Background: an optimization exercise with open tools, aiming at small area, a short achievable clock period and few clock cycles. Do not read the settings as production practice. In this exercise RTL edits were held to simulation tests only and were not proved equivalent to the original.

// rtcconv
module rtcconv (
    input  wire        clk,
    input  wire        rst,           
    input  wire        bus_wr,
    input  wire        bus_rd,
    input  wire [7:0]  bus_addr,
    input  wire [3:0]  bus_be,
    input  wire [31:0] bus_wdata,
    output reg  [31:0] bus_rdata
);
Size: ~4600 cells after synthesis, about 310 flip-flops, roughly 80 I/O pins, roughly 0.033 mm^2 of cells after synthesis.
Settings: LEC_CHECK=0, ABC_AREA=1, CAP_MARGIN=20, CORE_MARGIN=2, CORE_UTILIZATION=55, SLEW_MARGIN=20; clock period 100.0 ns.
standard.sh (not shown) runs the stock make flow with config.mk's settings and CLKGATE_MAP_FILE= SYNTH_SCRIPT=/design/flow/synth_recipe.tcl, a recipe that flattens the netlist after the stock synthesis.
==> flow/flow/run.sh <==
#!/bin/bash
set -o pipefail
export BUFFER_PORTS_ARGS="-buffer_cell sky130_fd_sc_hd__buf_2"
export SETUP_SLACK_MARGIN=78.3
export CTS_ARGS="-sink_clustering_enable -repair_clock_nets -dont_use_dummy_load -sink_clustering_size 20 -sink_clustering_max_diameter 100 -buf_list sky130_fd_sc_hd__clkbuf_16"
bash standard.sh > standard.log 2>&1
The first run went through all stages and came out clean.
Testbench counts at the start, summed over its fixed seeds: cycles 93,191.
Edit:
==> flow/flow/run.sh (replaced) <==
#!/bin/bash
set -o pipefail
export BUFFER_PORTS_ARGS="-buffer_cell sky130_fd_sc_hd__buf_2"
export SETUP_SLACK_MARGIN=78.7
bash standard.sh > standard.log 2>&1
CORE_UTILIZATION = 60   (was 55)
What happened: Routed wire length came out higher by a few percent. Setup slack improved by 0.16 ns. Area after synthesis stays the same. Via count is higher by a few percent.
Edit:
--- a/flow/flow/run.sh
+++ b/flow/flow/run.sh
@@ -4 +4,2 @@
-export SETUP_SLACK_MARGIN=78.7
+export SETUP_SLACK_MARGIN=78.3
+export CTS_ARGS="-sink_clustering_enable -repair_clock_nets -dont_use_dummy_load -sink_clustering_size 16 -sink_clustering_max_diameter 100 -buf_list sky130_fd_sc_hd__clkbuf_16"
CORE_UTILIZATION = 55   (was 60)
What happened:
- synthesized area is unchanged
- non-clock buffer count decreases by 107
- final cell count decreases slightly
- synthesized cell count is unchanged
- register-to-register slack degrades by 0.06 ns
- sequential share of layout area increases by 1.5 points
- final area decreases by a little under a tenth
- die area increases by a little under a tenth
- routed wire length decreases by a few percent
- via count decreases by a few percent
Edit:
==> flow/flow/run.sh (replaced) <==
#!/bin/bash
set -o pipefail
export BUFFER_PORTS_ARGS="-buffer_cell sky130_fd_sc_hd__buf_2"
export SETUP_SLACK_MARGIN=78.5
bash standard.sh > standard.log 2>&1
CTS_BUF_LIST = sky130_fd_sc_hd__clkbuf_8   (was default)
Final area came out higher by a few percent.
Hold slack gains 0.0041 ns.
Sequential cell count stays the same.

* * *

rtcconv again, from the RTL that the note above started with.
clock: 100.0 ns
lec_check: 0
abc_area: 1
cap_margin: 20
core_margin: 2
core_utilization: 60
slew_margin: 65
==> flow/flow/run.sh <==
#!/bin/bash
set -o pipefail
export BUFFER_PORTS_ARGS="-buffer_cell sky130_fd_sc_hd__buf_2"
bash standard.sh > standard.log 2>&1
The baseline completed with no timing, DRC or antenna violations.
Testbench counts at the start, summed over its fixed seeds: cycles 93,191.
Next try:
==> flow/flow/run.sh (replaced) <==
#!/bin/bash
set -o pipefail
export BUFFER_PORTS_ARGS="-buffer_cell sky130_fd_sc_hd__buf_2"
export SETUP_SLACK_MARGIN=78.2
bash standard.sh > standard.log 2>&1
--- a/flow/config.mk
+++ b/flow/config.mk
@@ -10,3 +10,4 @@
 export CORE_MARGIN = 2
-export CORE_UTILIZATION = 60
-export SLEW_MARGIN = 65
+export CORE_UTILIZATION = 50
+export CTS_BUF_LIST = sky130_fd_sc_hd__clkbuf_8
+export SLEW_MARGIN = 20
The new run produced a clean layout.
Clock-buffer cell count goes up by 12.
Setup slack gets better by 0.60 ns.
Maximum frequency goes up by a few percent.
Synthesized area stays the same.
Wire length goes up by a few percent.
Clock skew goes up by 0.022 ns.
Hold slack hardly moves.
Sequential cell count is unchanged.
Register-to-register slack gets worse by 0.17 ns.
Next try:
==> flow/flow/run.sh (replaced) <==
#!/bin/bash
set -o pipefail
export BUFFER_PORTS_ARGS="-buffer_cell sky130_fd_sc_hd__buf_2"
export SETUP_SLACK_MARGIN=78.3
export CTS_ARGS="-sink_clustering_enable -repair_clock_nets -dont_use_dummy_load -sink_clustering_size 16 -sink_clustering_max_diameter 100 -buf_list sky130_fd_sc_hd__clkbuf_16"
bash standard.sh > standard.log 2>&1
--- a/flow/config.mk
+++ b/flow/config.mk
@@ -10,4 +10,3 @@
 export CORE_MARGIN = 2
-export CORE_UTILIZATION = 50
-export CTS_BUF_LIST = sky130_fd_sc_hd__clkbuf_8
+export CORE_UTILIZATION = 60
 export SLEW_MARGIN = 20
Global-route usage is higher by 4.8 points.
Register-to-register slack is worse by 0.18 ns.
Via count is about the same.
Worst hold slack is better by 0.0039 ns.
Sequential share of layout area is higher by 0.31 points.
Synthesized cell count is unchanged.
Design area is lower by 1.8%.
Next try:
==> flow/flow/run.sh (replaced) <==
#!/bin/bash
set -o pipefail
export BUFFER_PORTS_ARGS="-buffer_cell sky130_fd_sc_hd__buf_2"
export SETUP_SLACK_MARGIN=78.1
bash standard.sh > standard.log 2>&1
--- a/flow/config.mk
+++ b/flow/config.mk
@@ -10,3 +10,3 @@
 export CORE_MARGIN = 2
-export CORE_UTILIZATION = 60
+export CORE_UTILIZATION = 50
 export SLEW_MARGIN = 20
The changed run completed without violations.
Die area grows by about a fifth.
Hold slack gets worse by 0.0033 ns.
Non-clock buffer count is lower by 11.
Global-route usage drops by 4.8 points.
Worst setup slack got worse by 0.25 ns.
First-iteration DRC count decreases by about a fifth.
Routed wire length increases by a few percent.
Register-to-register slack stays flat.
Next try:
==> flow/flow/run.sh (replaced) <==
#!/bin/bash
set -o pipefail
export BUFFER_PORTS_ARGS="-buffer_cell sky130_fd_sc_hd__buf_2"
export SETUP_SLACK_MARGIN=78.3
bash standard.sh > standard.log 2>&1
--- a/flow/config.mk
+++ b/flow/config.mk
@@ -10,3 +10,4 @@
 export CORE_MARGIN = 2
-export CORE_UTILIZATION = 50
+export CORE_UTILIZATION = 55
+export CTS_BUF_LIST = sky130_fd_sc_hd__clkbuf_8
 export SLEW_MARGIN = 20
After rerunning: The new run passed the timing, design-rule and antenna checks; setup slack improved by 0.31 ns; critical path depth stays the same; fmax climbs by about 1.4%; die area drops by 9.0%; global-route usage climbs by 2.5 points; cell count shrinks by 0.94%; final area hardly moves; routed wire length came out lower by about 2.8%.

## static timing again, ports no longer ideal
No port has a modelled driver above. Below, the same layouts with a new extraction and two added sets of constraints.
Step 1 (the two cells are an assumption about what drives the block):
set clk [get_ports {clk}]
set_driving_cell -lib_cell sky130_fd_sc_hd__clkbuf_16 $clk
set_driving_cell -lib_cell sky130_fd_sc_hd__buf_2 [delete_from_list [all_inputs] $clk]
Step 2, shift: input delay + t, output delay - t, t = (earliest + latest rising clock arrival at the registers) / 2. This alone moves slack from input paths to output paths.
Three values: no drivers, after step 1, after step 2; two values: the first two.
run	shift t [ns]	slack for setup (ns)	worst register clock-pin slew, ns	worst data-port slew with drivers (ns)
the first run of note 1	0.599	78.316 / 78.331 / 77.732	0.11 / 0.11	0.15
the second run of note 1	0.635	78.473 / 78.496 / 77.860	0.07 / 0.07	0.13
the third run of note 1	0.621	78.262 / 78.230 / 77.610	0.09 / 0.09	0.14
the fourth run of note 1	0.782	78.424 / 78.436 / 77.654	0.08 / 0.08	0.10
the first run of note 2	0.635	77.495 / 77.539 / 76.904	0.07 / 0.07	0.13
the second run of note 2	0.771	78.093 / 78.137 / 77.366	0.07 / 0.07	0.05
the third run of note 2	0.631	78.261 / 78.244 / 77.614	0.09 / 0.09	0.07
the fourth run of note 2	0.656	78.013 / 78.060 / 77.404	0.07 / 0.07	0.05
the fifth run of note 2	0.748	78.324 / 78.300 / 77.552	0.08 / 0.08	0.13
After both steps setup and hold are still met in every run listed. For the fifth run of note 2, which loses most, drivers alone change the setup slack by -0.024 ns; drivers and shift together by -0.772 ns.
